What follows belongs to an exercise in optimizing a design on an open flow for a short achievable clock period and few clock cycles; a production flow would make more cautious choices. Where RTL was checked, it was by simulation tests only, not by an equivalence proof against the original. No functional check of the RTL was part of run 2. Power and IR drop assume default switching activity.

File: flow/design.v
module tx_drain #(
    parameter [31:0] DESC_MEM_BASE = 32'h4A10_2000,
    parameter [31:0] DESC_MEM_SIZE = 32'h0000_8000,
    parameter integer WALK_LIMIT   = 1024
) (
    input  wire        clk,
    input  wire        rst,
    input  wire        start,
    input  wire [31:0] head,
    output wire        ready,
    output reg         mem_req,
    output reg         mem_we,
    output reg  [31:0] mem_addr,
    output reg  [31:0] mem_wdata,
    input  wire        mem_gnt,
    input  wire [31:0] mem_rdata,
    output reg         tx_valid,
    output reg  [7:0]  tx_data,
    input  wire        tx_ready,
    output reg         done,
    output reg  [1:0]  status,
    output reg  [31:0] cp
);
    localparam [1:0] ST_OK        = 2'd0;
    localparam [1:0] ST_NOT_OWNED = 2'd1;
    localparam [1:0] ST_WALK      = 2'd2;
    localparam [1:0] ST_DESC_OOR  = 2'd3;
    localparam [32:0] WIN_LO = {1'b0, DESC_MEM_BASE};
    localparam [32:0] WIN_HI = {1'b0, DESC_MEM_BASE} + {1'b0, DESC_MEM_SIZE};
    function integer cbits;
        input integer v;
        integer i;
        begin
            cbits = 1;
            for (i = v; i > 1; i = i / 2)
                cbits = cbits + 1;
        end
    endfunction
    localparam integer VW = cbits(WALK_LIMIT + 1);
    localparam [2:0] OP_D   = 3'd0,    
                     OP_PAY = 3'd1,    
                     OP_R0  = 3'd2,    
                     OP_W0  = 3'd3,    
                     OP_R1  = 3'd4,    
                     OP_W1  = 3'd5;    
    function [7:0] byte_of;
        input [31:0] w;
        input [1:0]  k;
        begin
            case (k)
                2'd0:    byte_of = w[7:0];
                2'd1:    byte_of = w[15:8];
                2'd2:    byte_of = w[23:16];
                default: byte_of = w[31:24];
            endcase
        end
    endfunction
    function [31:0] crc_w1;
        input [31:0] c;
        input [31:0] d;
        begin
            crc_w1[0] = ^(c & 32'h00000104) ^ ^(d & 32'h00000004);
            crc_w1[1] = ^(c & 32'h00000209) ^ ^(d & 32'h00000009);
            crc_w1[2] = ^(c & 32'h00000413) ^ ^(d & 32'h00000013);
            crc_w1[3] = ^(c & 32'h00000826) ^ ^(d & 32'h00000026);
            crc_w1[4] = ^(c & 32'h0000104D) ^ ^(d & 32'h0000004D);
            crc_w1[5] = ^(c & 32'h0000209A) ^ ^(d & 32'h0000009A);
            crc_w1[6] = ^(c & 32'h00004030) ^ ^(d & 32'h00000030);
            crc_w1[7] = ^(c & 32'h00008061) ^ ^(d & 32'h00000061);
            crc_w1[8] = ^(c & 32'h000100C2) ^ ^(d & 32'h000000C2);
            crc_w1[9] = ^(c & 32'h00020080) ^ ^(d & 32'h00000080);
            crc_w1[10] = ^(c & 32'h00040004) ^ ^(d & 32'h00000004);
            crc_w1[11] = ^(c & 32'h00080008) ^ ^(d & 32'h00000008);
            crc_w1[12] = ^(c & 32'h00100011) ^ ^(d & 32'h00000011);
            crc_w1[13] = ^(c & 32'h00200023) ^ ^(d & 32'h00000023);
            crc_w1[14] = ^(c & 32'h00400046) ^ ^(d & 32'h00000046);
            crc_w1[15] = ^(c & 32'h0080008C) ^ ^(d & 32'h0000008C);
            crc_w1[16] = ^(c & 32'h0100001D) ^ ^(d & 32'h0000001D);
            crc_w1[17] = ^(c & 32'h0200003B) ^ ^(d & 32'h0000003B);
            crc_w1[18] = ^(c & 32'h04000077) ^ ^(d & 32'h00000077);
            crc_w1[19] = ^(c & 32'h080000EE) ^ ^(d & 32'h000000EE);
            crc_w1[20] = ^(c & 32'h100000D8) ^ ^(d & 32'h000000D8);
            crc_w1[21] = ^(c & 32'h200000B4) ^ ^(d & 32'h000000B4);
            crc_w1[22] = ^(c & 32'h4000006C) ^ ^(d & 32'h0000006C);
            crc_w1[23] = ^(c & 32'h800000D8) ^ ^(d & 32'h000000D8);
            crc_w1[24] = ^(c & 32'h000000B5) ^ ^(d & 32'h000000B5);
            crc_w1[25] = ^(c & 32'h0000006F) ^ ^(d & 32'h0000006F);
            crc_w1[26] = ^(c & 32'h000000DF) ^ ^(d & 32'h000000DF);
            crc_w1[27] = ^(c & 32'h000000BA) ^ ^(d & 32'h000000BA);
            crc_w1[28] = ^(c & 32'h00000071) ^ ^(d & 32'h00000071);
            crc_w1[29] = ^(c & 32'h000000E3) ^ ^(d & 32'h000000E3);
            crc_w1[30] = ^(c & 32'h000000C3) ^ ^(d & 32'h000000C3);
            crc_w1[31] = ^(c & 32'h00000082) ^ ^(d & 32'h00000082);
        end
    endfunction
    reg         busy;        
    reg         rdy;         
    reg  [2:0]  op;          
    reg         req_i;       
    reg         tv_i;        
    reg         acc;         
    reg         accr;        
    reg  [2:0]  fk;          
    reg  [1:0]  dk;          
    reg  [1:0]  cap_k;       
    reg  [31:0] faddr;       
    reg         rchk;        
    reg  [VW-1:0] visits;    
    reg         lim_bad;     
    reg         rng_bad;     
    reg         w_end;       
    reg  [31:0] n_w0, n_w1, n_w2;
    reg  [31:0] n_pa;        
    reg         n_pa_ok;     
    reg         n_len_nz;    
    reg         n_own, n_pc;
    reg         n_full;      
    reg         vchk;        
    reg         n_term;      
    reg  [31:0] paddr;       
    reg  [15:0] prem;        
    reg         p_has;       
    reg         c_term;      
    reg         first;       
    reg         pcrc;        
    reg  [1:0]  pn;          
    reg  [31:0] wb_a0, wb_a1;
    reg  [2:0]  wbs;         
    reg         wb_same;     
    reg  [31:0] f_d [0:3];
    reg  [1:0]  f_n [0:3];   
    reg  [1:0]  wp, rp;
    reg  [2:0]  fc;          
    reg  [2:0]  occ;         
    reg  [1:0]  bi;
    reg  [7:0]  td_i;        
    reg  [31:0] crc;
    reg  [2:0]  cb;          
    wire        in_range = ({1'b0, faddr} >= WIN_LO) &&
                           ({1'b0, faddr} + 33'd16 <= WIN_HI);
    wire        mfree    = busy && !req_i;
    wire        gnt_now  = req_i && mem_gnt;
    wire        pay_done = c_term && !p_has;
    wire        d3_now   = accr && (op == OP_D) && (cap_k == 2'd3);
    wire        v_fail   = vchk && (lim_bad || rng_bad || !n_own);
    wire [1:0]  v_stat   = lim_bad ? ST_WALK : rng_bad ? ST_DESC_OOR : ST_NOT_OWNED;
    wire        take     = (n_full || d3_now) && n_pa_ok && !p_has && !c_term &&
                           !req_i;
    wire        pc_in    = n_full ? n_pc : mem_rdata[26];
    wire        p_has_e  = p_has || (take && n_len_nz);
    wire [15:0] prem_e   = take ? n_w2[15:0] : prem;
    wire        is_pay   = mfree && p_has_e && !occ[2];
    wire        is_desc  = mfree && !is_pay && !fk[2] && !w_end;
    wire        wb_want  = (wbs == 3'd0 && pay_done) || (wbs == 3'd2) ||
                           (wbs == 3'd3 && acc && !wb_same) || (wbs == 3'd5);
    wire        is_wb    = mfree && wb_want;
    wire        cont     = gnt_now && (op == OP_D) && !fk[2] && !(p_has && !occ[2]);
    wire        issue    = is_pay || is_desc || is_wb;
    reg  [2:0]  op_wb;
    always @* begin
        case (wbs)
            3'd0:    op_wb = OP_R0;
            3'd2:    op_wb = OP_W0;
            3'd3:    op_wb = OP_R1;
            default: op_wb = OP_W1;
        endcase
    end
    wire [2:0]  op_next  = !busy   ? OP_D :
                           is_pay  ? OP_PAY :
                           is_desc ? OP_D :
                           is_wb   ? op_wb : op;
    wire        f_wr     = busy && accr && (op == OP_PAY);
    wire        has      = (fc != 3'd0);
    wire [31:0] hd       = f_d[rp];
    wire [31:0] nx       = f_d[rp + 2'd1];
    wire        last_b   = (bi == f_n[rp]);
    wire        nx_has   = (fc[2:1] != 2'd0);
    wire [7:0]  crc_b    = ~byte_of(crc, cb[1:0]);
    wire [7:0]  crc_b1   = ~byte_of(crc, cb[1:0] + 2'd1);
    wire        pop_t    = has && last_b;
    wire [2:0]  occ_b    = occ + {2'd0, is_pay};
    wire        empty_n  = (occ == 3'd0);
    wire        empty_t  = (occ == 3'd0) || ((occ == 3'd1) && pop_t);
    wire [2:0]  fc_b     = fc + {2'd0, f_wr};
    wire        crc_ok   = pay_done && !pcrc;
    wire [31:0] crc_t    = crc_w1(crc, {24'd0, td_i});
    wire        val_n    = has || f_wr ||
                           (crc_ok && empty_n && !cb[2]);
    wire [7:0]  byte_n   = has  ? byte_of(hd, bi) :
                           f_wr ? mem_rdata[7:0] : crc_b;
    wire        fin_n    = pay_done && empty_n && (pcrc || cb[2]);
    wire [2:0]  occ_t    = occ_b - {2'd0, pop_t};
    wire [2:0]  cb_t     = has ? cb : cb + 3'd1;
    wire        val_t    = (has && !last_b) || (pop_t && (nx_has || f_wr)) ||
                           (crc_ok && empty_t && !cb_t[2]);
    wire [7:0]  byte_t   = (has && !last_b) ? byte_of(hd, bi + 2'd1) :
                           (pop_t && nx_has) ? nx[7:0] :
                           (pop_t && f_wr)   ? mem_rdata[7:0] :
                           has ? ~crc_t[7:0] : crc_b1;
    wire        fin_t    = pay_done && empty_t && (pcrc || cb_t[2]);
    wire        xfer     = tv_i && tx_ready;
    wire        pop      = xfer && pop_t;
    wire        val_nx   = xfer ? val_t : val_n;
    wire [7:0]  byte_nx  = xfer ? byte_t : byte_n;
    wire        fin      = (wbs == 3'd7) && (xfer ? fin_t : fin_n);
    assign ready = rdy;
    always @(posedge clk) begin
        if (rst) begin
            busy     <= 1'b0;
            rdy      <= 1'b1;
            mem_req  <= 1'b0;
            req_i    <= 1'b0;
            tv_i     <= 1'b0;
            acc      <= 1'b0;
            accr     <= 1'b0;
            tx_valid <= 1'b0;
            done     <= 1'b0;
        end else begin
            acc      <= busy && gnt_now;
            accr     <= busy && gnt_now && !(op == OP_W0 || op == OP_W1);
            done     <= busy && (v_fail || fin);
            tx_valid <= busy && !v_fail && val_nx;
            tv_i     <= busy && val_nx;
            if (!busy) begin
                mem_req <= start;
                req_i   <= start;
                busy    <= start;
                rdy     <= !start;
            end else if (fin) begin
                mem_req <= 1'b0;
                req_i   <= 1'b0;
                busy    <= 1'b0;
                rdy     <= 1'b1;
            end else begin
                mem_req <= !v_fail && (req_i ? (!mem_gnt || cont) : issue);
                req_i   <= req_i ? (!mem_gnt || cont) : issue;
                busy    <= !v_fail;
                rdy     <= v_fail;
            end
        end
    end
    always @(posedge clk) begin
        tx_data   <= byte_nx;
        status    <= (busy && v_fail) ? v_stat : ST_OK;
        cp        <= n_w1;
        mem_we    <= busy && (op_next == OP_W0 || op_next == OP_W1);
        mem_wdata <= (wbs[2] || wb_same) ? ((n_w2 | 32'h1000_0000) & ~{2'b00, !wbs[2], 29'd0})
                                         : (n_w2 & ~32'h2000_0000);
        if (!busy)
            mem_addr <= head;
        else if (req_i)
            case (op)
                OP_D:         mem_addr <= mem_gnt ? faddr + 32'd4 : faddr;
                OP_PAY:       mem_addr <= paddr;
                OP_R0, OP_W0: mem_addr <= wb_a0;
                default:      mem_addr <= wb_a1;
            endcase
        else if (p_has ? !occ[2] : (n_full || d3_now))
            mem_addr <= p_has ? paddr : n_pa;
        else if (!fk[2] && !w_end)
            mem_addr <= faddr;
        else if (wbs == 3'd0 || wbs == 3'd2)
            mem_addr <= wb_a0;
        else
            mem_addr <= wb_a1;
    end
    always @(posedge clk) begin
        n_term  <= (n_w0 == 32'd0);
        n_pa    <= n_w1 + {16'd0, n_w2[31:16]};
        n_pa_ok <= !(accr && op == OP_D && cap_k == 2'd2);
        n_len_nz <= (n_w2[15:0] != 16'd0);
        if (val_n || val_t)
            td_i <= byte_nx;
        wb_same <= (wb_a0 == wb_a1);
        op     <= op_next;
        if (!busy) begin
            faddr    <= head;
            rchk     <= 1'b1;
            fk       <= 3'd1;
            dk       <= 2'd0;
            visits   <= {{(VW-1){1'b0}}, 1'b1};
            lim_bad  <= (WALK_LIMIT == 0);
            w_end    <= 1'b0;
            n_full   <= 1'b0;
            vchk     <= 1'b0;
            prem     <= 16'd0;
            p_has    <= 1'b0;
            c_term   <= 1'b0;
            first    <= 1'b1;
            wbs      <= 3'd0;
            wp       <= 2'd0;
            rp       <= 2'd0;
            fc       <= 3'd0;
            occ      <= 3'd0;
            bi       <= 2'd0;
            crc      <= 32'hFFFF_FFFF;
            cb       <= 3'd0;
        end else begin
            rchk <= 1'b0;
            if (rchk)
                rng_bad <= !in_range;
            if (gnt_now && op == OP_D && dk != 2'd3)
                faddr <= faddr + 32'd4;
            cap_k <= dk;
            vchk  <= d3_now;
            if (accr && op == OP_D) begin
                case (cap_k)
                    2'd0: n_w0 <= mem_rdata;
                    2'd1: n_w1 <= mem_rdata;
                    2'd2: n_w2 <= mem_rdata;
                    default: begin
                        n_own  <= mem_rdata[29];
                        n_pc   <= mem_rdata[26];
                        n_full <= 1'b1;
                    end
                endcase
            end
            if (is_desc || cont) begin
                fk <= fk + 3'd1;
                dk <= fk[1:0];
            end
            if (is_desc && fk == 3'd0) begin
                visits  <= visits + 1'b1;
                lim_bad <= (visits == WALK_LIMIT);
            end
            if (take) begin
                n_full <= 1'b0;
                paddr  <= n_pa;
                prem   <= n_w2[15:0];
                p_has  <= (n_w2[15:0] != 16'd0);
                first  <= 1'b0;
                if (first) begin
                    pcrc  <= pc_in;
                    wb_a0 <= faddr;
                end
                if (n_term) begin
                    c_term <= 1'b1;
                    w_end  <= 1'b1;
                    wb_a1  <= faddr;
                end else begin
                    faddr  <= n_w0;
                    rchk   <= 1'b1;
                    fk     <= 3'd0;
                end
            end
            if (gnt_now && op == OP_PAY)
                paddr <= paddr + 32'd4;
            if (is_pay) begin
                p_has <= (prem_e[15:3] != 13'd0) || (prem_e[2] && prem_e[1:0] != 2'd0);
                if (prem_e[15:2] != 14'd0) begin
                    pn   <= 2'd3;
                    prem <= prem_e - 16'd4;
                end else begin
                    pn   <= prem_e[1:0] - 2'd1;
                    prem <= 16'd0;
                end
            end
            if (accr && (op == OP_R0 || op == OP_R1))
                n_w2 <= mem_rdata;
            case (wbs)
                3'd0: if (is_wb) wbs <= 3'd1;
                3'd1: if (accr)  wbs <= 3'd2;
                3'd2: if (is_wb) wbs <= 3'd3;
                3'd3: if (acc)   wbs <= wb_same ? 3'd7 : 3'd4;
                3'd4: if (accr)  wbs <= 3'd5;
                3'd5: if (is_wb) wbs <= 3'd6;
                3'd6: if (acc)   wbs <= 3'd7;
                default: ;
            endcase
            if (f_wr) begin
                f_d[wp] <= mem_rdata;
                f_n[wp] <= pn;
                wp      <= wp + 2'd1;
            end
            if (xfer) begin
                if (has) begin
                    bi <= last_b ? 2'd0 : bi + 2'd1;
                    if (last_b)
                        rp <= rp + 2'd1;
                end else begin
                    cb <= cb + 3'd1;
                end
            end
            fc  <= pop ? fc_b - 3'd1 : fc_b;
            occ <= pop ? occ_t : occ_b;
            if (xfer && has)
                crc <= crc_t;
        end
    end
endmodule
File: flow/run.sh
#!/bin/bash
# synth_recipe.tcl (not shown) runs the flow's synth.tcl, then flattens the netlist and writes it again
# the make line also repeats each setting of config.mk as NAME=value (left out here)
make -C /OpenROAD-flow-scripts/flow DESIGN_CONFIG=/design/flow/config.mk WORK_HOME=/design/flow/orfs CLKGATE_MAP_FILE= SYNTH_SCRIPT=/design/flow/synth_recipe.tcl finish
File: flow/config.mk
export PLATFORM = sky130hd
export DESIGN_NAME = tx_drain
export DESIGN_NICKNAME = tx_drain
export VERILOG_FILES = /design/flow/design.v
export SDC_FILE = /design/flow/constraint.sdc
export NUM_CORES = 4
export LEC_CHECK = 0
export ABC_CLOCK_PERIOD_IN_PS = 2400
export CAP_MARGIN = 20
export CORE_MARGIN = 2
export CORE_UTILIZATION = 40
export PLACE_DENSITY = 0.6
export SETUP_SLACK_MARGIN = 4.6
export SLEW_MARGIN = 20
export TNS_END_PERCENT = 100
File: flow/constraint.sdc
create_clock -name core_clock -period 7.0 [get_ports {clk}]
set_input_delay 1.4000 -clock core_clock [delete_from_list [all_inputs] [get_ports {clk}]]
set_output_delay 1.4000 -clock core_clock [all_outputs]
set_load 0.01 [all_outputs]
==> flow_summary.toml, run 1 <==
[run_status]
status = "no timing/DRC/antenna violations"

[logic_synthesis]
synth_xor_area_share_pct = 7.76
synth_top_family_by_area = "compound AO/OA/AOI/OAI gates"
synth_top_cell_by_area = "edfxtp_1"
synth_cell_types = 90
synth_area_leaders = "edfxtp_1 (36%), dfxtp_1 (19%), xor2_1 (3.6%)"
ys_seq_area_share_pct = 55.1
synth_seq_cells = 622
synth-adder-area-share_pct = 2.15
synth_edf_count = 346
synth_mux_area_share_pct = 6.43
synth-simple-area-share_pct = 11.8
ys.flop_type = "edfxtp_1"
synthCells = 2575
synthArstFlopShare_pct = 0
syn_nets = 2693
syn_area_per_cell_sq_um = 11.2
ys_warn_count = 1
syn-cell-area_sq_um = 28900
synth_compound_area_share_pct = 13.8
yosysTopAreaCellShare_pct = 36.0

[placement]
io_buffers = 179
gp_congestion = 0.961
dpl_worst_slack_ns = 2.93
dpl.cell_count = 3571
place_hpwl_mm = 66.6
post_dp_cell_area_sq_um = 31700

[sta]
hold_viol = 0
whs_ns = 0.411
tightest_slew_ns = 1.12
layout_setup_ws_ns = 4.35
max_clock_freq_ghz = 0.378
grt_setup_unrepaired = "yes"
slew_viol_final = 0
finClkSkew_ns = 0.0195
min_period_ns = 2.65
final-setup-viol-count = 0
period_share_pct = 37.8
setup_tns_ns = 0
relSlewSlack_pct = 24.3

[worst_setup_path]
rr_startpoint = "n_w1[0]"
path_cells = "ha_4, inv_2, fa_2, nor2b_4, o31ai_4, a21oi_2, o41ai_4, buf_4, o41ai_4, buf_4, nand2_2, xnor2_2"
required_ns = 7.51
cp-end-kind = "flip-flop"
cp_top_family = "compound AO/OA/AOI/OAI gates"
reg2reg_depth = 12
critPathArrivalTime_ns = 3.16
critical_path_depth = 12
cp_num_buf_inv = 3
reg2reg_slack_ns = 4.35
cp_slowest_cell = "edfxtp_1"
crit_fanout = 3
cp_slowest_stage_delay_ns = 0.41
reg2reg_to = "n_pa[24]"
critical_path_class = "flip-flop to flip-flop"
cp-start-kind = "flip-flop"

[power_and_ir_drop]
p_sw_share_pct = 23.6
powerDensity_nw_per_um2 = 222
power.leakage_nw = 13.7
p_clk_share_pct = 45.8
p_int_mw = 6.38
finalPower_mw = 8.35
p_sw_mw = 1.97
vdd_ir_drop_max_mv = 0.150
pwr-share-comb_pct = 6.2
power_frac_seq_pct = 48.0

[route]
avgRoutedWirePerCell_um = 27.1
vias = 23300
drtPass1Iterations = 9
drt-total-wl_mm = 105
route.detailed.drc = 0
viasPerCell = 6.01
ant_nets = 0
drt_iter0_drc = 3423

[worst_hold_path]
hold_class = "flip-flop to flip-flop"
min_path_cells = 0
holdPathEnd = "mem_wdata[19]"
min_from = "n_w2[19]"

[global_routing]
grt_max_degree = 66
grt_pass1_vias = 22200
grt-ovfl-total = 0
grt_pass1_wl_mm = 149
grt_usage_pct = 27.0
antenna_found_initial = 2

[cells_and_area]
final_core_util_pct = 52.5
area_growth_pct = 30.0
fin_cells = 3883
post_route_cells_drive_above_1_share_pct = 27.9
finish.instance_area_sq_um = 37600
fin_nets = 2993

[floorplan]
start_util_pct = 40.4
io_pins = 180
die_area_sq_um = 74400
num_rows = 98
die-height_um = 273
die_width_um = 273
core_sq_um = 71500

[cts]
clk_latency_ns = 0.64
clockBufferDepth = 3
cts_root_buffer = "clkbuf_16"
cts_buffers = 69
cts_tree = "yes"
cts.sinks = 622
path_clk_slew_ns = 0.06
h-tree-depth = 3

[flow_run]
cap_violations = 0
-- logic make-up after synthesis --
family	count (synthesis)
AND/OR/NAND/NOR	706
flip-flops	622
AO/OA/AOI/OAI	601
XOR/XNOR	246
buffers and inverters	220
multiplexers	131
adder cells (fa/ha/maj)	49
-- what timing repair did --
| item | 4_1_cts | 5_1_grt |
|---|---|---|
| setup endpoints to repair | 654 | 246 |
| cloned | 18 | 4 |
| hold endpoints to repair | 0 | 0 |
| resized for setup | 769 | 201 |
| hold buffers | 0 | 0 |
| pin swaps | 77 | 81 |
| buffers inserted | 96 | 65 |
-- per-layer routing --
layer	part of all wire [%]	global-route usage (%)	vias to the layer above
li1	-	-	10200
met1	40	36.5	11600
met2	47	43.9	1335
met3	9.3	4.75	220
met4	3.6	8.78	0
met5	0	0	-
-- registers in the layout, indices dropped and copies added, names as in the netlist, 32 cells and up, named ones only --
name       count
cp            32
n_w0          32
mem_addr      32
f_d          128
wb_a1         32
mem_wdata     32
n_w2          32
wb_a0         32
paddr         32
faddr         32
n_w1          32
crc           32
n_pa          32
-- cell usage after synthesis (21+ instances only) --
library cell / number
xnor2_1: 116
edfxtp_1: 346
nand3_1: 64
mux2i_1: 72
o211ai_1: 49
mux4_2: 42
a21oi_1: 157
buf_2: 21
ha_1: 48
dfxtp_1: 276
nor4_1: 33
clkbuf_1: 129
a211oi_1: 69
nand2_1: 216
o21ai_0: 142
inv_1: 53
a222oi_1: 42
nor2_1: 188
nand4_1: 34
nor3_1: 41
xor2_1: 119
-- layout by cell type (no fill, tap or decap), drive strengths merged, types with 9 or more instances in the layout --
master         instances
mux2                  17
nand2b                17
a222oi                42
nor2b                 17
nor2                 191
and2                  10
dfxtp                276
o21ai                142
o31ai                 12
a211oi                70
ha                    48
nand3                 66
clkbuf               110
and4                   9
a221oi                14
or3                   19
o211ai                49
xnor2                125
mux2i                 72
and3                  18
nor4                  34
inv                   61
clkinv                11
edfxtp               346
o221ai                 9
nand2                216
a31oi                 10
clkdlybuf4s50         61
nand4                 36
a21o                  19
mux4                  42
buf                  308
a21oi                159
nor3                  42
xor2                 120
-- worst max-delay path by stage --
stage                        start      endpoint  slack (ns)
after global routing       n_w1[0]      n_pa[24]        4.29
after global placement     mem_gnt  mem_addr[17]        2.99
after floorplan            mem_gnt     paddr[10]        4.14
final                      n_w1[0]      n_pa[24]        4.35
after detailed placement   mem_gnt     paddr[16]        2.93
after CTS                 n_w2[16]      n_pa[28]        4.42
-- layout make-up --
type,instances,area (sq um)
antenna,2,5.00
clock buffer,105,2080
clock inverter,22,327
fill,6008,33900
inverter,55,220
multi-input combinational,1740,13700
sequential,622,16100
tap,950,1190
timing repair buffer,387,3930
-- power groups by stage --
stage,Sequential (mW),Combinational (mW),Clock (mW)
2_1_floorplan,4.02,0.254,0
3_3_place_gp,4.08,0.420,0
3_5_place_dp,4.08,0.428,0
4_1_cts,4.00,0.483,3.86
5_1_grt,4.01,0.544,4.01
6_report,4.01,0.517,3.82
Testbench counts, summed over its fixed seeds: cycles 223,388.
==> run 2: changes to the inputs <==
--- a/flow/design.v
+++ b/flow/design.v
@@ -248,21 +248,13 @@
                                          : (n_w2 & ~32'h2000_0000);
         if (!busy)
             mem_addr <= head;
-        else if (req_i)
-            case (op)
-                OP_D:         mem_addr <= mem_gnt ? faddr + 32'd4 : faddr;
-                OP_PAY:       mem_addr <= paddr;
+        else
+            case (op_next)
+                OP_D:         mem_addr <= (gnt_now && op == OP_D) ? faddr + 32'd4 : faddr;
+                OP_PAY:       mem_addr <= take ? n_pa : paddr;
                 OP_R0, OP_W0: mem_addr <= wb_a0;
                 default:      mem_addr <= wb_a1;
             endcase
-        else if (p_has ? !occ[2] : (n_full || d3_now))
-            mem_addr <= p_has ? paddr : n_pa;
-        else if (!fk[2] && !w_end)
-            mem_addr <= faddr;
-        else if (wbs == 3'd0 || wbs == 3'd2)
-            mem_addr <= wb_a0;
-        else
-            mem_addr <= wb_a1;
     end
     always @(posedge clk) begin
         n_term  <= (n_w0 == 32'd0);
==> run 2 against run 1 <==
Effect of this change:
- non-clock buffer count up 3
- clock skew up 0.0050 ns
- worst hold slack worse by 0.014 ns
- worst setup slack better by 0.10 ns
- sequential share of layout area up 0.12 points
- synthesized cell count down 1.9%
- clock power about the same
- utilization about the same
- critical path type unchanged
- highest routed layer is now met5
==> flow_summary.toml, run 2 <==
[sta]
slew_viol_final = 0
hold_viol = 0
setup_tns_ns = 0
relSlewSlack_pct = 43.4
min_period_ns = 2.55
period_share_pct = 36.4
whs_ns = 0.397
finClkSkew_ns = 0.0245
max_clock_freq_ghz = 0.393
tightest_slew_ns = 0.849
grt_setup_unrepaired = "yes"
final-setup-viol-count = 0

[cts]
clockBufferDepth = 3
h-tree-depth = 3
cts_buffers = 70
cts_tree = "yes"
cts_root_buffer = "clkbuf_16"
cts.sinks = 622
path_clk_slew_ns = 0.06
clk_latency_ns = 0.63

[route]
ant_nets = 0
drt_iter0_drc = 2934
avgRoutedWirePerCell_um = 26.5
drtPass1Iterations = 9
vias = 23300
drt-total-wl_mm = 102
route.detailed.drc = 0
viasPerCell = 6.04

[logic_synthesis]
ys_seq_area_share_pct = 55.1
syn_area_per_cell_sq_um = 11.4
synth_cell_types = 108
synth_seq_cells = 622
ys.flop_type = "edfxtp_1"
syn_nets = 2645
synth.most_common_cell = "edfxtp_1"
synth_common_cells = "edfxtp_1 (346), dfxtp_1 (276), nand2_1 (203), nor2_1 (176), a21oi_1 (126)"
synth_top_cell_by_area = "edfxtp_1"
synthArstFlopShare_pct = 0
syn-cell-area_sq_um = 28900
synthCells = 2527
synth_edf_count = 346
yosysTopAreaCellShare_pct = 36.0
synth_area_leaders = "edfxtp_1 (36%), dfxtp_1 (19%), xnor2_1 (3.2%)"
ys_warn_count = 1

[placement]
io_buffers = 179
gp_congestion = 0.931
place_hpwl_mm = 64.3

[worst_setup_path]
critPathCapture = "td_i[0]"
crit_fanout = 4
cp-start-kind = "flip-flop"
reg2reg_depth = 8
reg2reg_to = "td_i[0]"
required_ns = 7.34
critical_path_class = "flip-flop to flip-flop"
cp-end-kind = "flip-flop"
reg2reg_slack_ns = 4.45
critPathArrivalTime_ns = 2.89

[global_routing]
grtUsageMet1_pct = 37.3
antenna_found_initial = 5
grt_pass1_wl_mm = 147
grt_use_met2_pct = 41.5
grt_pass1_vias = 21900
grt_max_degree = 66
use_met3_pct = 4.62
grt-busiest-layer = "met2"
grt_usage_pct = 26.4
grt-ovfl-total = 0

[cells_and_area]
final_common_cell = "edfxtp_1"
layout_common_cells = "edfxtp_1 (346), nand2_1 (183), buf_4 (167), dfxtp_1 (160), nor2_1 (145)"
area_growth_pct = 30.1
largest_reg_flops = 128
post_route_cells_drive_above_1_share_pct = 31.9
final_core_util_pct = 52.5
fin_nets = 2962
top_register = "f_d"

[floorplan]
num_rows = 98
start_util_pct = 40.4
io_pins = 180
die_width_um = 273
core_sq_um = 71500
die_area_sq_um = 74300
die-height_um = 273

[worst_hold_path]
hold_class = "flip-flop to flip-flop"

[power_and_ir_drop]
power.leakage_nw = 13.7
vdd_ir_drop_max_mv = 0.184
powerDensity_nw_per_um2 = 222

[flow_run]
cap_violations = 0

[run_status]
status = "no timing/DRC/antenna violations"
[run 2: changes by cell type after synthesis, sizes merged, moves of 17 or more]
cell    delta
a211oi    -35
a21oi     -29
a22o      +21
and2      +33
buf       +29
clkbuf    -36
mux2i     -27
nand4     +20
o21ai     -50
o22ai     +17
xor2      -30
[run 2: repair_timing]
item                                    in CTS  in global routing
buffers inserted                           107                 72
hold buffers                                 0                  0
gates resized for setup                    773                209
endpoints found under the setup margin     664                239
hold endpoints to repair                     0                  0
pin swaps                                   63                 70
cloned                                      19                  5
[run 2: final cells by class]
| type | count | area, sq um |
|---|---|---|
| Fill cell | 6089 | 33900 |
| Sequential cell | 622 | 16100 |
| Multi-Input combinational cell | 1697 | 13800 |
| Timing Repair Buffer | 390 | 3810 |
| Clock buffer | 106 | 2070 |
| Tap cell | 950 | 1190 |
| Clock inverter | 24 | 319 |
| Inverter | 63 | 251 |
| Antenna cell | 1 | 2.50 |
[run 2: kinds of logic (layout without fill, tap and decap cells)]
logic type               count (synthesis)  in the layout  share of synthesized area, %
AO/OA/AOI/OAI                          554            562                          13.6
XOR/XNOR                               202            202                          6.44
adder cells (fa/ha/maj)                 49             49                          2.15
buffers and inverters                  221            583                          3.31
flip-flops                             622            622                          55.1
multiplexers                           111            111                          5.71
other                                    0              1                             0
AND/OR/NAND/NOR                        768            773                          13.6
[run 2: per-stage QoR]
stage	setup WS (ns)	instances	power (mW)	area, sq um
final	4.45	3853	8.34	37600
after global routing	4.43	3852	8.56	37600
after CTS	4.46	3775	8.34	36100
after detailed placement	2.98	3519	4.49	31800
after global placement	2.98	3519	4.49	31800
after floorplan	4.18	2527	4.28	29400
[run 2: power breakdown]
group	internal (mW)	total [mW]	switching (mW)
clock network	2.26	3.82	1.56
registers	3.92	4.01	0.0865
logic	0.227	0.506	0.279
[run 2: per-layer routing]
metal  routed length [um]  share of wire (%)  vias up
met4                 3290                3.2        4
met5                   25              0.025        -
met1                43000                 42    11600
met2                46400                 45     1284
li1                     -                  -    10200
met3                 9330                9.1      219
[run 2: worst min path at each step]
| stage | from | end | slack [ns] | depth (start not counted) |
|---|---|---|---|---|
| after floorplan | n_w1[19] | cp[19] | 0.35 | 0 |
| after global placement | n_w2[18] | mem_wdata[18] | 0.37 | 0 |
| after detailed placement | n_w2[21] | mem_wdata[21] | 0.37 | 0 |
| after CTS | n_w2[18] | mem_wdata[18] | 0.39 | 0 |
| after global routing | n_w2[18] | mem_wdata[18] | 0.40 | 0 |
| final | n_w2[18] | mem_wdata[18] | 0.40 | 0 |
[run 2: worst max-delay path, stage by stage, from the launching register on]
cell and delay (ns):
dfxtp_4 0.35, buf_12 0.11, mux2i_4 0.25, mux2_4 0.34, a221o_1 0.41, nand4_4 0.15
mux2i_2 0.24, a211oi_2 0.11, a211o_1 0.29
==> run 3: changes to the inputs <==
--- a/flow/design.v
+++ b/flow/design.v
@@ -110,7 +110,8 @@
     reg         rng_bad;     
     reg         w_end;       
     reg  [31:0] n_w0, n_w1, n_w2;
-    reg  [31:0] n_pa;        
+    reg  [16:0] n_lo;        
+    reg  [15:0] n_hi1;       
     reg         n_pa_ok;     
     reg         n_len_nz;    
     reg         n_own, n_pc;
@@ -133,7 +134,7 @@
     reg  [2:0]  fc;          
     reg  [2:0]  occ;         
     reg  [1:0]  bi;
-    reg  [7:0]  td_i;        
+    reg  [7:0]  td_n;        
     reg  [31:0] crc;
     reg  [2:0]  cb;          
     wire        in_range = ({1'b0, faddr} >= WIN_LO) &&
@@ -144,6 +145,7 @@
     wire        d3_now   = accr && (op == OP_D) && (cap_k == 2'd3);
     wire        v_fail   = vchk && (lim_bad || rng_bad || !n_own);
     wire [1:0]  v_stat   = lim_bad ? ST_WALK : rng_bad ? ST_DESC_OOR : ST_NOT_OWNED;
+    wire [31:0] n_pa     = {n_lo[16] ? n_hi1 : n_w1[31:16], n_lo[15:0]};
     wire        take     = (n_full || d3_now) && n_pa_ok && !p_has && !c_term &&
                            !req_i;
     wire        pc_in    = n_full ? n_pc : mem_rdata[26];
@@ -183,7 +185,7 @@
     wire        empty_t  = (occ == 3'd0) || ((occ == 3'd1) && pop_t);
     wire [2:0]  fc_b     = fc + {2'd0, f_wr};
     wire        crc_ok   = pay_done && !pcrc;
-    wire [31:0] crc_t    = crc_w1(crc, {24'd0, td_i});
+    wire [31:0] crc_t    = crc_w1(crc, {24'd0, ~td_n});
     wire        val_n    = has || f_wr ||
                            (crc_ok && empty_n && !cb[2]);
     wire [7:0]  byte_n   = has  ? byte_of(hd, bi) :
@@ -248,21 +250,29 @@
                                          : (n_w2 & ~32'h2000_0000);
         if (!busy)
             mem_addr <= head;
-        else
-            case (op_next)
-                OP_D:         mem_addr <= (gnt_now && op == OP_D) ? faddr + 32'd4 : faddr;
-                OP_PAY:       mem_addr <= take ? n_pa : paddr;
+        else if (req_i)
+            case (op)
+                OP_D:         mem_addr <= mem_gnt ? faddr + 32'd4 : faddr;
+                OP_PAY:       mem_addr <= paddr;
                 OP_R0, OP_W0: mem_addr <= wb_a0;
                 default:      mem_addr <= wb_a1;
             endcase
+        else if (p_has ? !occ[2] : (n_full || d3_now))
+            mem_addr <= p_has ? paddr : n_pa;
+        else if (!fk[2] && !w_end)
+            mem_addr <= faddr;
+        else if (wbs == 3'd0 || wbs == 3'd2)
+            mem_addr <= wb_a0;
+        else
+            mem_addr <= wb_a1;
     end
     always @(posedge clk) begin
         n_term  <= (n_w0 == 32'd0);
-        n_pa    <= n_w1 + {16'd0, n_w2[31:16]};
+        n_lo    <= {1'b0, n_w1[15:0]} + {1'b0, n_w2[31:16]};
+        n_hi1   <= n_w1[31:16] + 16'd1;
         n_pa_ok <= !(accr && op == OP_D && cap_k == 2'd2);
         n_len_nz <= (n_w2[15:0] != 16'd0);
-        if (val_n || val_t)
-            td_i <= byte_nx;
+        td_n    <= ~byte_nx;
         wb_same <= (wb_a0 == wb_a1);
         op     <= op_next;
         if (!busy) begin
==> run 3 against run 2 <==
Effect of this change:
- combinational power down 4.5%
- via count up 0.11%
- utilization fell by 0.48 points
- sequential share of layout area increased by 0.19 points
- clock skew increased by 0.0089 ns
- non-clock buffer count shrank 19
- cell area fell by 1.1%
- synthesized cell count grew 1.9%
- count of clock-buffer cells in the layout fell by 14
==> flow_summary.toml, run 3 <==
[cells_and_area]
layout_common_cells = "edfxtp_1 (338), nand2_1 (223), dfxtp_1 (182), nor2_1 (160), xnor2_1 (129)"
top_register = "f_d"
fin_cells = 3870
area_growth_pct = 29.1
final_common_cell = "edfxtp_1"
fin_nets = 2980
post_route_cells_drive_above_1_share_pct = 27.5
largest_reg_flops = 128

[cts]
cts.sinks = 623
cts_buffers = 70
ctsHoldBuffers = 0
h-tree-depth = 3
clk_latency_ns = 0.64
cts_root_buffer = "clkbuf_16"
path_clk_slew_ns = 0.06
cts_tree = "yes"
clockBufferDepth = 3

[sta]
setup_tns_ns = 0
period_share_pct = 36.8
max_clock_freq_ghz = 0.388
finClkSkew_ns = 0.0334
min_period_ns = 2.57
tightest_slew_ns = 0.845
slew_viol_final = 0
grt_setup_unrepaired = "yes"
hold_viol = 0
whs_ns = 0.377
relSlewSlack_pct = 43.7
final-setup-viol-count = 0
layout_setup_ws_ns = 4.43

[worst_setup_path]
required_ns = 7.48
critical_path_class = "flip-flop to flip-flop"
reg2reg_depth = 9
cp_num_buf_inv = 2
cp_slowest_cell = "mux2_4"
cp-end-kind = "flip-flop"
critPathArrivalTime_ns = 3.05
cp_top_family = "simple AND/OR/NAND/NOR gates"
reg2reg_slack_ns = 4.43
crit_fanout = 8
reg2reg_to = "prem[9]"
cp-start-kind = "flip-flop"
path_cells = "buf_12, nor3_4, a41o_4, nand3_4, mux2_4, nor4b_4, buf_4, a31o_4, a211oi_2"
cp_slowest_stage_delay_ns = 0.40
rr_startpoint = "op[1]"

[floorplan]
start_util_pct = 40.3
io_pins = 180
core_sq_um = 71400
die_area_sq_um = 74100
die-height_um = 272
die_width_um = 272
num_rows = 98

[logic_synthesis]
synth_seq_cells = 623
synth_top_cell_by_area = "edfxtp_1"
yosysTopAreaCellShare_pct = 35.3
synthArstFlopShare_pct = 0
syn_nets = 2694
synth_area_leaders = "edfxtp_1 (35%), dfxtp_1 (20%), xnor2_1 (4.3%)"
syn-cell-area_sq_um = 28800
synth_edf_count = 338
ys_seq_area_share_pct = 55.1
ys_warn_count = 1
ys.flop_type = "edfxtp_1"
syn_area_per_cell_sq_um = 11.2
synth_cell_types = 83
synth_common_cells = "edfxtp_1 (338), dfxtp_1 (285), nand2_1 (236), nor2_1 (194), o21ai_0 (147)"
synthCells = 2574
synth.most_common_cell = "edfxtp_1"

[global_routing]
grt-ovfl-total = 0
grt_pass1_wl_mm = 147
antenna_found_initial = 3
grt_pass1_vias = 21900
grt_max_degree = 60
grt_usage_pct = 26.7

[route]
drt-total-wl_mm = 104
drt_iter0_drc = 3076
avgRoutedWirePerCell_um = 26.9
viasPerCell = 6.02
route.detailed.drc = 0
ant_nets = 0
vias = 23300
drtPass1Iterations = 9

[worst_hold_path]
hold_class = "flip-flop to flip-flop"
min_from = "n_w2[30]"
holdPathEnd = "mem_wdata[30]"
min_path_cells = 0

[placement]
dpl_worst_slack_ns = 2.51
place_hpwl_mm = 65.9
io_buffers = 179
gp_congestion = 0.960
dpl.cell_count = 3570

[run_status]
status = "no timing/DRC/antenna violations"

[power_and_ir_drop]
vdd_ir_drop_max_mv = 0.179
finalPower_mw = 8.24
powerDensity_nw_per_um2 = 222
power.leakage_nw = 13.6

[flow_run]
cap_violations = 0
## run 3: where the power goes
| part | total, mW | internal, mW | switching, mW |
|---|---|---|---|
| combinational | 0.483 | 0.212 | 0.270 |
| clock | 3.75 | 2.14 | 1.60 |
| sequential | 4.01 | 3.91 | 0.0990 |
| total | 8.24 | 6.27 | 1.97 |
## run 3: cell type report
type | count | area (sq um)
timing repair buffer | 371 | 3790
sequential | 623 | 16000
multi-input combinational | 1745 | 13600
fill | 6117 | 34200
clock inverter | 38 | 434
tap | 950 | 1190
inverter | 49 | 209
clock buffer | 92 | 1910
antenna | 2 | 5.00
## run 3: kinds of logic after synthesis
group	after synthesis	share of synthesized area, %
xor gates and xnor gates	247	7.62
adders and majority gates	51	2.24
muxes	148	7.05
buffers and inverters	212	2.90
AOI/OAI and AO/OA	561	12.9
and+or+nand+nor	732	12.1
DFF	623	55.1
## run 3: stage by stage
step	util, %	instance area, sq um
2_1_floorplan	-	29200
3_3_place_gp	44.4	31700
3_5_place_dp	44.4	31700
4_1_cts	49.5	35300
5_1_grt	52.0	37100
6_report	52.1	37100
## run 3: worst max-delay path by stage
| stage | from | end | slack, ns | depth (start not counted) |
|---|---|---|---|---|
| final | op[1] | prem[9] | 4.43 | 9 |
| after global routing | op[1] | pn[0] | 4.35 | 9 |
| after CTS | op[2] | pn[1] | 4.39 | 8 |
| after detailed placement | mem_gnt | faddr[21] | 2.51 | 8 |
| after global placement | mem_gnt | faddr[21] | 2.59 | 8 |
| after floorplan | mem_gnt | paddr[10] | 4.04 | 4 |
## run 3: repair_timing
action	in CTS	in global routing
setup buffers	73	76
endpoints found under the setup margin	577	448
gates resized for setup	735	258
pin swaps	56	93
cloned	11	8
## run 3: routing by layer
metal  global-route usage [%]  wire length, um  vias to the layer above
met3                     5.30            10900                      213
met5                        0                0                        -
met4                     9.14             3740                        0
met1                     37.0            41900                    11600
li1                         -                -                    10100
met2                     41.7            47700                     1409
Testbench counts of run 3, summed over its fixed seeds: cycles 223,388.
==> run 4: changes to the inputs <==
--- a/flow/design.v
+++ b/flow/design.v
@@ -113,7 +113,6 @@
     reg  [16:0] n_lo;        
     reg  [15:0] n_hi1;       
     reg         n_pa_ok;     
-    reg         n_len_nz;    
     reg         n_own, n_pc;
     reg         n_full;      
     reg         vchk;        
@@ -149,9 +148,7 @@
     wire        take     = (n_full || d3_now) && n_pa_ok && !p_has && !c_term &&
                            !req_i;
     wire        pc_in    = n_full ? n_pc : mem_rdata[26];
-    wire        p_has_e  = p_has || (take && n_len_nz);
-    wire [15:0] prem_e   = take ? n_w2[15:0] : prem;
-    wire        is_pay   = mfree && p_has_e && !occ[2];
+    wire        is_pay   = mfree && p_has && !occ[2];
     wire        is_desc  = mfree && !is_pay && !fk[2] && !w_end;
     wire        wb_want  = (wbs == 3'd0 && pay_done) || (wbs == 3'd2) ||
                            (wbs == 3'd3 && acc && !wb_same) || (wbs == 3'd5);
@@ -257,8 +254,8 @@
                 OP_R0, OP_W0: mem_addr <= wb_a0;
                 default:      mem_addr <= wb_a1;
             endcase
-        else if (p_has ? !occ[2] : (n_full || d3_now))
-            mem_addr <= p_has ? paddr : n_pa;
+        else if (p_has && !occ[2])
+            mem_addr <= paddr;
         else if (!fk[2] && !w_end)
             mem_addr <= faddr;
         else if (wbs == 3'd0 || wbs == 3'd2)
@@ -271,7 +268,6 @@
         n_lo    <= {1'b0, n_w1[15:0]} + {1'b0, n_w2[31:16]};
         n_hi1   <= n_w1[31:16] + 16'd1;
         n_pa_ok <= !(accr && op == OP_D && cap_k == 2'd2);
-        n_len_nz <= (n_w2[15:0] != 16'd0);
         td_n    <= ~byte_nx;
         wb_same <= (wb_a0 == wb_a1);
         op     <= op_next;
@@ -348,12 +344,12 @@
             if (gnt_now && op == OP_PAY)
                 paddr <= paddr + 32'd4;
             if (is_pay) begin
-                p_has <= (prem_e[15:3] != 13'd0) || (prem_e[2] && prem_e[1:0] != 2'd0);
-                if (prem_e[15:2] != 14'd0) begin
+                p_has <= (prem[15:3] != 13'd0) || (prem[2] && prem[1:0] != 2'd0);
+                if (prem[15:2] != 14'd0) begin
                     pn   <= 2'd3;
-                    prem <= prem_e - 16'd4;
+                    prem <= prem - 16'd4;
                 end else begin
-                    pn   <= prem_e[1:0] - 2'd1;
+                    pn   <= prem[1:0] - 2'd1;
                     prem <= 16'd0;
                 end
             end
==> run 4 against run 3 <==
Effect of this change:
- register-to-register slack improved by 0.03 ns
- critical endpoint is now rng_bad
- critical path depth fell by 2
- die area fell by 0.92%
- combinational power rose by 18%
- clock power fell by 1%
==> flow_summary.toml, run 4 <==
[route]
drt_iter0_drc = 3034
drt-total-wl_mm = 102
drtPass1Iterations = 9
avgRoutedWirePerCell_um = 26.5
vias = 23200
route.detailed.drc = 0
ant_nets = 0
viasPerCell = 6.04

[logic_synthesis]
synth-simple-area-share_pct = 12.8
synth_mux_area_share_pct = 5.84
synthCells = 2578
synth_area_leaders = "edfxtp_1 (36%), dfxtp_1 (20%), xnor2_1 (4.1%)"
ys_seq_area_share_pct = 55.6
synth_common_cells = "edfxtp_1 (338), dfxtp_1 (284), nand2_1 (269), nor2_1 (187), o21ai_0 (180)"
synth_edf_count = 338
synth.most_common_cell = "edfxtp_1"
synth_compound_area_share_pct = 13.1
synthArstFlopShare_pct = 0
syn_area_per_cell_sq_um = 11.1
synth_seq_cells = 622
synth-adder-area-share_pct = 2.22
ys.flop_type = "edfxtp_1"
synth_top_cell_by_area = "edfxtp_1"
syn_nets = 2697
synth_top_family_by_area = "compound AO/OA/AOI/OAI gates"
synth_cell_types = 79
synth_xor_area_share_pct = 7.55
syn-cell-area_sq_um = 28500
yosysTopAreaCellShare_pct = 35.6
ys_warn_count = 1

[floorplan]
die_area_sq_um = 73400
core_sq_um = 70300
die_width_um = 271
start_util_pct = 40.6
num_rows = 97
io_pins = 180
die-height_um = 271

[sta]
grt_setup_unrepaired = "yes"
layout_setup_ws_ns = 4.45
slew_viol_final = 0
finClkSkew_ns = 0.0558
min_period_ns = 2.55
hold_viol = 0
tightest_slew_ns = 1.03
max_clock_freq_ghz = 0.393
period_share_pct = 36.4
setup_tns_ns = 0
relSlewSlack_pct = 31.2
final-setup-viol-count = 0

[worst_setup_path]
cp-start-kind = "flip-flop"
cp-end-kind = "flip-flop"
required_ns = 7.33
cp_slowest_cell = "or4_4"
critical_path_class = "flip-flop to flip-flop"
path_cells = "nand2_2, or3_4, or4_4, a2111oi_4, o2bb2ai_2, a21oi_2, o41ai_4"
critPathArrivalTime_ns = 2.88
crit_fanout = 4
cp_slowest_stage_delay_ns = 0.55

[placement]
dpl_worst_slack_ns = 2.32
dpl.cell_count = 3573
place_hpwl_mm = 64.9
io_buffers = 179
gp_congestion = 0.973
post_dp_cell_area_sq_um = 31400

[global_routing]
grt_usage_pct = 26.4
grt_max_degree = 60
antenna_found_initial = 6
grt_pass1_wl_mm = 146
grt_pass1_vias = 22200
grt-ovfl-total = 0

[cts]
clockBufferDepth = 3
ctsHoldBuffers = 0
path_clk_slew_ns = 0.06
clk_latency_ns = 0.63
h-tree-depth = 3
cts_tree = "yes"
cts_buffers = 69
cts.sinks = 622
cts_root_buffer = "clkbuf_16"

[cells_and_area]
final_core_util_pct = 51.7
largest_reg_flops = 128
layout_common_cells = "edfxtp_1 (338), nand2_1 (258), dfxtp_1 (176), nor2_1 (174), o21ai_0 (146)"
final_common_cell = "edfxtp_1"
top_register = "f_d"
fin_cells = 3847
finish.instance_area_sq_um = 36300
num_antenna_cells = 0
area_growth_pct = 27.5
post_route_cells_drive_above_1_share_pct = 25.1
fin_nets = 2971

[power_and_ir_drop]
powerDensity_nw_per_um2 = 227
vdd_ir_drop_max_mv = 0.209
power.leakage_nw = 13.1

[flow_run]
cap_violations = 0

[worst_hold_path]
hold_class = "flip-flop to flip-flop"

[run_status]
status = "no timing/DRC/antenna violations"
[run 4: cell count changes after synthesis, sizes merged, moves of 10 or more]
cell,change
mux2i,-37
nand2,+34
o21ai,+29
a311oi,+27
a211oi,-20
a21oi,+19
clkbuf,-18
o211ai,-15
nor2b,+14
nand3,-13
buf,+11
nor4,+11
nor3,-10
[run 4: critical path: cells and delay by family (launching register included)]
family,cells,cell delay [ns]
simple gates,3,1.12
flops,1,0.36
compound gates,4,0.75
[run 4: logic make-up (layout without fill, tap and decap cells)]
logic type               Yosys count  count (layout)
AND/OR/NAND/NOR                  765             769
flip-flops                       622             622
AO/OA/AOI/OAI                    578             579
XOR/XNOR                         238             238
buffers and inverters            213             537
multiplexers                     112             112
adder cells (fa/ha/maj)           50              50
[run 4: layout make-up]
| type | instances | area, sq um |
|---|---|---|
| repair buffers | 354 | 3540 |
| fillers | 6073 | 33900 |
| inverters | 57 | 235 |
| clock buffers | 103 | 2050 |
| multi-input cells | 1748 | 13000 |
| flip-flops and latches | 622 | 16100 |
| well taps | 940 | 1180 |
| clock inverters | 23 | 259 |
[run 4: final timing paths]
kind | from | endpoint | slack (ns) | depth (start not counted)
worst max-delay path | faddr[14] | rng_bad | 4.45 | 7
worst min-delay path | n_w2[25] | mem_wdata[25] | 0.38 | 0
worst max register to register | faddr[14] | rng_bad | 4.45 | 7
worst min register to register | n_w2[25] | mem_wdata[25] | 0.38 | 0
[run 4: repair_timing]
item	in CTS	in global routing
setup endpoints to repair	498	291
setup buffers	71	63
cloned	9	5
gates resized for setup	746	160
pin swaps	28	52
[run 4: where the power goes]
part,switching (mW),total (mW),internal [mW]
logic,0.342,0.572,0.230
clock network,1.54,3.70,2.16
registers,0.0605,3.96,3.90
total,1.94,8.24,6.29
[run 4: through the flow]
stage,power (mW),hold WS (ns)
2_1_floorplan,4.30,0.352
3_3_place_gp,4.51,0.359
3_5_place_dp,4.52,0.370
4_1_cts,8.23,0.383
5_1_grt,8.47,0.398
6_report,8.24,0.383
[run 4: routing by layer]
| layer | routed length, um | global-route usage (%) | part of all wire [%] |
|---|---|---|---|
| met4 | 5110 | 10.9 | 5.0 |
| met5 | 35 | 0 | 0.034 |
| met2 | 47700 | 42.8 | 47 |
| met3 | 9410 | 5.41 | 9.2 |
| met1 | 39600 | 34.4 | 39 |
Testbench counts of run 4, summed over its fixed seeds: cycles 223,742.
==> run 5: changes to the inputs <==
--- a/flow/design.v
+++ b/flow/design.v
@@ -136,8 +136,8 @@
     reg  [7:0]  td_n;        
     reg  [31:0] crc;
     reg  [2:0]  cb;          
-    wire        in_range = ({1'b0, faddr} >= WIN_LO) &&
-                           ({1'b0, faddr} + 33'd16 <= WIN_HI);
+    wire        in_range = ({1'b0, faddr} >= WIN_LO) && (WIN_HI >= 33'd16) &&
+                           ({1'b0, faddr} <= WIN_HI - 33'd16);
     wire        mfree    = busy && !req_i;
     wire        gnt_now  = req_i && mem_gnt;
     wire        pay_done = c_term && !p_has;
==> run 5 against run 4 <==
Effect of this change:
- still clean on timing, DRC and antenna
- worst hold slack better by 0.0027 ns
- critical path depth fell by 6
- synthesized cell count down 0.70%
- largest power group unchanged
- highest routed layer unchanged
==> flow_summary.toml, run 5 <==
[logic_synthesis]
syn_area_per_cell_sq_um = 11.2
synth-simple-area-share_pct = 12.7
syn-cell-area_sq_um = 28700
ys.flop_type = "edfxtp_1"
synth_mux_area_share_pct = 5.30
synth.most_common_cell = "edfxtp_1"
synth_area_leaders = "edfxtp_1 (35%), dfxtp_1 (20%), xnor2_1 (3.8%)"
synthCells = 2560
ys_warn_count = 1
ys_seq_area_share_pct = 55.1
yosysTopAreaCellShare_pct = 35.3
synth_compound_area_share_pct = 13.8
synthArstFlopShare_pct = 0
syn_nets = 2679
synth_common_cells = "edfxtp_1 (338), dfxtp_1 (284), nand2_1 (224), nor2_1 (194), o21ai_0 (160)"
synth_xor_area_share_pct = 7.87
synth_cell_types = 91
synth_seq_cells = 622
synth-adder-area-share_pct = 2.20
synth_edf_count = 338
synth_top_family_by_area = "compound AO/OA/AOI/OAI gates"
synth_top_cell_by_area = "edfxtp_1"

[run_status]
status = "no timing/DRC/antenna violations"

[route]
route.detailed.drc = 0
met2WireLength_mm = 46.8
viasPerCell = 6.02
drtPass1Iterations = 6
vias = 22800
wl_met1_mm = 39.1
dr_wl_met3_mm = 8.08
drt_iter0_drc = 2719
ant_nets = 0
topRoutingLayerUsed = "met5"
avgRoutedWirePerCell_um = 26.1
drt-total-wl_mm = 98.8

[cells_and_area]
area_growth_pct = 24.0
num_antenna_cells = 0
final_common_cell = "edfxtp_1"
top_register = "f_d"
layout_common_cells = "edfxtp_1 (338), nand2_1 (219), dfxtp_1 (200), nor2_1 (184), o21ai_0 (149)"
fin_nets = 2905
largest_reg_flops = 128
post_route_cells_drive_above_1_share_pct = 23.0

[worst_setup_path]
crit_fanout = 1
critical_path_class = "flip-flop to output port"
reg2reg_depth = 6
cp-start-kind = "flip-flop"
cp_slowest_cell = "dfxtp_4"
reg2reg_to = "tx_data[0]"
cp-end-kind = "output port"
cp_top_family = "flip-flops"
cp_slowest_stage_delay_ns = 0.36
reg2reg_slack_ns = 4.55
critPathArrivalTime_ns = 1.10
cp_num_buf_inv = 1
required_ns = 5.60
path_cells = "buf_6"

[cts]
h-tree-depth = 3
clk_latency_ns = 0.64
cts_buffers = 70
cts_root_buffer = "clkbuf_16"
clockBufferDepth = 3
cts_tree = "yes"
path_clk_slew_ns = 0.06
cts.sinks = 622
ctsHoldBuffers = 0

[placement]
io_buffers = 179
place_hpwl_mm = 63.7
dpl_worst_slack_ns = 2.05
gp_congestion = 0.966

[floorplan]
die-height_um = 272
die_area_sq_um = 74000
num_rows = 98
core_sq_um = 71200
die_width_um = 272
start_util_pct = 40.3
io_pins = 180

[sta]
finClkSkew_ns = 0.0393
max_clock_freq_ghz = 0.400
min_period_ns = 2.50
final-setup-viol-count = 0
whs_ns = 0.385
layout_setup_ws_ns = 4.50
period_share_pct = 35.7
grt_setup_unrepaired = "yes"
hold_viol = 0
slew_viol_final = 0
setup_tns_ns = 0
tightest_slew_ns = 0.960
relSlewSlack_pct = 35.4

[worst_hold_path]
hold_class = "flip-flop to flip-flop"
min_from = "n_w2[23]"
holdPathEnd = "mem_wdata[23]"
min_path_cells = 0

[global_routing]
grt-ovfl-total = 0
grt_pass1_vias = 21800
grt_max_degree = 68
grt_pass1_wl_mm = 143
antenna_found_initial = 7
grt_usage_pct = 25.9

[power_and_ir_drop]
pwr-share-comb_pct = 5.5
power_frac_seq_pct = 48.2
power.leakage_nw = 13.1
p_clk_share_pct = 46.2
vdd_ir_drop_max_mv = 0.201
p_sw_mw = 1.94
finalPower_mw = 8.25
p_sw_share_pct = 23.5
p_int_mw = 6.31
powerDensity_nw_per_um2 = 232

[flow_run]
cap_violations = 0
==> run 5: cell count changes after synthesis, sizes merged, moves of 12 or more <==
cell   delta
a311o    +12
o21ai    -19
mux2i    -20
nand2    -47
nor3     +15
a21oi    -26
==> run 5: logic make-up after synthesis <==
| logic type | after synthesis |
|---|---|
| compound gates | 588 |
| mux | 99 |
| simple gates | 746 |
| flops | 622 |
| buf+inv | 218 |
| xor+xnor | 237 |
| fa+ha+maj | 50 |
==> run 5: power by group through the flow <==
stage	Clock, mW	Sequential, mW	Combinational [mW]
3_3_place_gp	0	4.05	0.423
2_1_floorplan	0	4.01	0.238
3_5_place_dp	0	4.05	0.431
4_1_cts	3.86	3.98	0.437
5_1_grt	4.01	3.98	0.482
6_report	3.81	3.98	0.456
==> run 5: layout make-up <==
| type | instances | area (sq um) |
|---|---|---|
| Fill cell | 6311 | 35600 |
| Sequential cell | 622 | 16000 |
| Inverter | 56 | 233 |
| Multi-Input combinational cell | 1730 | 13000 |
| Clock buffer | 101 | 2050 |
| Clock inverter | 29 | 359 |
| Tap cell | 950 | 1190 |
| Timing Repair Buffer | 306 | 2820 |
==> run 5: worst max-delay path by stage <==
stage                from          to  cells past startpoint
2_1_floorplan     mem_gnt   paddr[10]                      5
3_3_place_gp      mem_gnt   faddr[31]                      7
3_5_place_dp      mem_gnt   paddr[29]                      4
4_1_cts        tx_data[7]  tx_data[7]                      1
5_1_grt        tx_data[7]  tx_data[7]                      1
6_report       tx_data[7]  tx_data[7]                      1
==> run 5: what timing repair did <==
action                     CTS  global route
setup buffers               53            43
cloned                      10             3
setup endpoints to repair  641           272
gates resized for setup    665           121
pin swaps                   32            21
==> run 5: through the flow <==
stage,utilization [%],cell area [sq um],cells
final,50.0,35600,3794
after global routing,50.0,35600,3794
after CTS,48.8,34800,3748
after detailed placement,44.2,31500,3555
after global placement,44.2,31500,3555
after floorplan,-,29000,2560
==> run 5: routing by layer <==
metal / up-vias / global-route usage (%)
met2: 1206 / 42.5
met4: 4 / 11.9
met5: - / 0
met3: 250 / 4.00
met1: 11400 / 33.7
li1: 10000 / -
Testbench counts of run 5, summed over its fixed seeds: cycles 223,742.
==> run 6: changes to the inputs <==
--- a/flow/design.v
+++ b/flow/design.v
@@ -113,6 +113,10 @@
     reg  [16:0] n_lo;        
     reg  [15:0] n_hi1;       
     reg         n_pa_ok;     
+    reg         n_len_nz;    
+    reg         n_gt4;       
+    reg  [1:0]  n_pn;        
+    reg  [15:0] n_len4;      
     reg         n_own, n_pc;
     reg         n_full;      
     reg         vchk;        
@@ -148,7 +152,8 @@
     wire        take     = (n_full || d3_now) && n_pa_ok && !p_has && !c_term &&
                            !req_i;
     wire        pc_in    = n_full ? n_pc : mem_rdata[26];
-    wire        is_pay   = mfree && p_has && !occ[2];
+    wire        p_has_e  = p_has || (take && n_len_nz);
+    wire        is_pay   = mfree && p_has_e && !occ[2];
     wire        is_desc  = mfree && !is_pay && !fk[2] && !w_end;
     wire        wb_want  = (wbs == 3'd0 && pay_done) || (wbs == 3'd2) ||
                            (wbs == 3'd3 && acc && !wb_same) || (wbs == 3'd5);
@@ -254,8 +259,8 @@
                 OP_R0, OP_W0: mem_addr <= wb_a0;
                 default:      mem_addr <= wb_a1;
             endcase
-        else if (p_has && !occ[2])
-            mem_addr <= paddr;
+        else if (p_has ? !occ[2] : (n_full || d3_now))
+            mem_addr <= p_has ? paddr : n_pa;
         else if (!fk[2] && !w_end)
             mem_addr <= faddr;
         else if (wbs == 3'd0 || wbs == 3'd2)
@@ -268,6 +273,10 @@
         n_lo    <= {1'b0, n_w1[15:0]} + {1'b0, n_w2[31:16]};
         n_hi1   <= n_w1[31:16] + 16'd1;
         n_pa_ok <= !(accr && op == OP_D && cap_k == 2'd2);
+        n_len_nz <= (n_w2[15:0] != 16'd0);
+        n_gt4    <= (n_w2[15:3] != 13'd0) || (n_w2[2] && n_w2[1:0] != 2'd0);
+        n_pn     <= (n_w2[15:2] != 14'd0) ? 2'd3 : n_w2[1:0] - 2'd1;
+        n_len4   <= n_w2[15:0] - 16'd4;
         td_n    <= ~byte_nx;
         wb_same <= (wb_a0 == wb_a1);
         op     <= op_next;
@@ -343,7 +352,11 @@
             end
             if (gnt_now && op == OP_PAY)
                 paddr <= paddr + 32'd4;
-            if (is_pay) begin
+            if (is_pay && take) begin
+                p_has <= n_gt4;
+                pn    <= n_pn;
+                prem  <= n_gt4 ? n_len4 : 16'd0;
+            end else if (is_pay) begin
                 p_has <= (prem[15:3] != 13'd0) || (prem[2] && prem[1:0] != 2'd0);
                 if (prem[15:2] != 14'd0) begin
                     pn   <= 2'd3;
==> run 6 against run 5 <==
Effect of this change:
- still clean on timing, DRC and antenna
- clock skew shrank 0.0024 ns
- sequential share of layout area shrank 0.34 points
- sequential cell count grew 18
- synthesized cell count grew 5.3%
==> flow_summary.toml, run 6 <==
[run_status]
status = "no timing/DRC/antenna violations"

[sta]
setup_tns_ns = 0
tightest_slew_ns = 0.748
whs_ns = 0.397
final-setup-viol-count = 0
period_share_pct = 36.3
slew_viol_final = 0
relSlewSlack_pct = 50.0
hold_viol = 0
max_clock_freq_ghz = 0.394
grt_setup_unrepaired = "yes"
finClkSkew_ns = 0.0369
min_period_ns = 2.54

[logic_synthesis]
ys_seq_area_share_pct = 54.9
synth_cell_types = 91
synth_area_leaders = "edfxtp_1 (34%), dfxtp_1 (20%), xnor2_1 (4.0%)"
syn-cell-area_sq_um = 29500
synth_common_cells = "edfxtp_1 (338), dfxtp_1 (302), nand2_1 (247), nor2_1 (242), o21ai_0 (164)"
ys_warn_count = 1
synth_top_cell_by_area = "edfxtp_1"
synth_seq_cells = 640
ys.flop_type = "edfxtp_1"
synthArstFlopShare_pct = 0
synth_edf_count = 338
synth.most_common_cell = "edfxtp_1"
syn_area_per_cell_sq_um = 10.9
yosysTopAreaCellShare_pct = 34.4
syn_nets = 2817
synthCells = 2695

[cells_and_area]
largest_reg_flops = 128
finish.instance_area_sq_um = 36800
final_common_cell = "edfxtp_1"
fin_nets = 3049
layout_common_cells = "edfxtp_1 (338), nand2_1 (235), nor2_1 (215), dfxtp_1 (199), o21ai_0 (135)"
post_route_cells_drive_above_1_share_pct = 22.8
area_growth_pct = 24.7
top_register = "f_d"

[route]
route.detailed.drc = 0
drtPass1Iterations = 8
drt_iter0_drc = 3153
vias = 23200
viasPerCell = 5.88
avgRoutedWirePerCell_um = 26.0
drt-total-wl_mm = 103
ant_nets = 0

[global_routing]
grt_pass1_wl_mm = 147
grt_usage_pct = 26.1
antenna_found_initial = 2
grt-ovfl-total = 0
grt_pass1_vias = 21800
grt_max_degree = 68

[power_and_ir_drop]
pwr-share-comb_pct = 5.3
p_clk_share_pct = 46.8
p_int_mw = 6.56
powerDensity_nw_per_um2 = 231
p_sw_mw = 1.95
power_frac_seq_pct = 48.0
power.leakage_nw = 13.5
vdd_ir_drop_max_mv = 0.160
p_sw_share_pct = 22.9

[cts]
path_clk_slew_ns = 0.06
h-tree-depth = 3
cts_buffers = 72
cts_root_buffer = "clkbuf_16"
cts.sinks = 640
clk_latency_ns = 0.65
clockBufferDepth = 3
cts_tree = "yes"

[placement]
gp_congestion = 0.958
place_hpwl_mm = 68.1
io_buffers = 179
post_dp_cell_area_sq_um = 32200

[floorplan]
io_pins = 180
start_util_pct = 40.4
core_sq_um = 73000
die_area_sq_um = 76000
num_rows = 99
die-height_um = 276
die_width_um = 276

[worst_hold_path]
hold_class = "flip-flop to flip-flop"

[worst_setup_path]
cp_top_family = "flip-flops"
cp-end-kind = "output port"
critPathArrivalTime_ns = 1.14
critical_path_class = "flip-flop to output port"
cp_slowest_stage_delay_ns = 0.37
cp-start-kind = "flip-flop"
cp_slowest_cell = "dfxtp_4"
crit_fanout = 1
path_cells = "buf_6"
cp_num_buf_inv = 1
reg2reg_slack_ns = 4.59
required_ns = 5.60

[flow_run]
cap_violations = 0
## run 6: cell count changes after synthesis, sizes merged, moves of 14 or more
cell | before | now
nand2 | 224 | 247
mux2i | 35 | 85
dfxtp | 284 | 302
a21oi | 114 | 141
inv | 54 | 70
nand3 | 64 | 79
nor2 | 194 | 245
a211oi | 20 | 37
a21o | 28 | 14
o211ai | 54 | 70
clkbuf | 127 | 112
a311oi | 30 | 7
mux2 | 24 | 9
## run 6: final timing paths
path / start / endpoint / cells after the start
hold / removal: n_w2[19] / mem_wdata[19] / 0
hold reg to reg: n_w2[19] / mem_wdata[19] / 0
setup reg to reg: op[2] / faddr[4] / 9
setup / recovery: mem_addr[17] / mem_addr[17] / 1
## run 6: area by class of cell
| class | count | area [sq um] |
|---|---|---|
| Fill cell | 6305 | 36200 |
| Tap cell | 959 | 1200 |
| Inverter | 71 | 277 |
| Timing Repair Buffer | 308 | 3010 |
| Antenna cell | 3 | 7.51 |
| Clock inverter | 29 | 440 |
| Clock buffer | 104 | 2050 |
| Multi-Input combinational cell | 1834 | 13400 |
| Sequential cell | 640 | 16400 |
## run 6: layer usage
layer / track usage [%] / vias to the layer above / share of wire, %
li1: - / 10400 / -
met1: 37.1 / 11500 / 43
met2: 40.2 / 1192 / 45
met3: 4.13 / 201 / 8.3
met4: 9.66 / 0 / 3.7
met5: 0 / - / 0
## run 6: metrics by stage
step	power [mW]	utilization [%]	std cells	worst slack [ns]
6_report	8.51	50.4	3948	4.46
5_1_grt	8.74	50.4	3947	4.46
4_1_cts	8.52	48.9	3895	4.44
3_5_place_dp	4.56	44.2	3704	2.70
3_3_place_gp	4.55	44.2	3704	2.77
2_1_floorplan	4.34	-	2695	4.10
## run 6: cells by family (layout without fill, tap and decap cells)
kind of cell             count (synthesis)  after routing  share of synthesized area (%)
AO/OA/AOI/OAI                          578            579                           12.7
XOR/XNOR                               247            247                           7.63
adder cells (fa/ha/maj)                 53             53                           2.27
buffers and inverters                  229            512                           3.10
flip-flops                             640            640                           54.9
multiplexers                           134            135                           6.29
other                                    0              3                              0
AND/OR/NAND/NOR                        814            820                           13.1
## run 6: power by group through the flow
stage                     clock network [mW]  registers, mW  logic [mW]
after global routing                    4.18           4.08       0.477
final                                   3.98           4.08       0.447
after detailed placement                   0           4.16       0.402
after floorplan                            0           4.12       0.222
after CTS                               4.03           4.08       0.413
after global placement                     0           4.16       0.396
## run 6: what timing repair did
item,CTS,global route
gates cloned,5,7
hold buffers,0,0
buffers inserted,53,43
endpoints found under the setup margin,652,357
gates resized for setup,694,179
pin swaps,23,39
Testbench counts of run 6, summed over its fixed seeds: cycles 223,388.

[re-timing with driven ports]
Ports are ideal in the flow. The routed layouts listed here were re-timed in OpenROAD.
Step 1 sets driving cells, clkbuf_16 on the clock port and buf_2 on the other inputs (assumed; they add their load-dependent delay and slew).
Step 2, shift: input delay + t, output delay - t, t = (earliest + latest rising clock arrival at the registers) / 2. This alone moves slack from input paths to output paths.
Slacks: no drivers / after step 1 / after step 2; pairs: no drivers / after step 1.
run | shift t [ns] | setup WS [ns] | slew at the worst register clock pin (ns)
run 1 | 0.697 | 4.354 / 4.354 / 3.803 | 0.07 / 0.07
run 2 | 0.674 | 4.454 / 4.426 / 3.929 | 0.07 / 0.07
run 3 | 0.684 | 4.425 / 4.423 / 3.913 | 0.06 / 0.06
run 4 | 0.667 | 4.454 / 4.413 / 3.849 | 0.07 / 0.07
run 5 | 0.686 | 4.498 / 4.434 / 3.861 | 0.07 / 0.07
run 6 | 0.694 | 4.461 / 4.397 / 3.947 | 0.06 / 0.06
After both steps setup and hold are still met in every run listed. The setup slack of run 5, which loses most, moves by -0.064 ns with the drivers and by -0.637 ns with both steps.
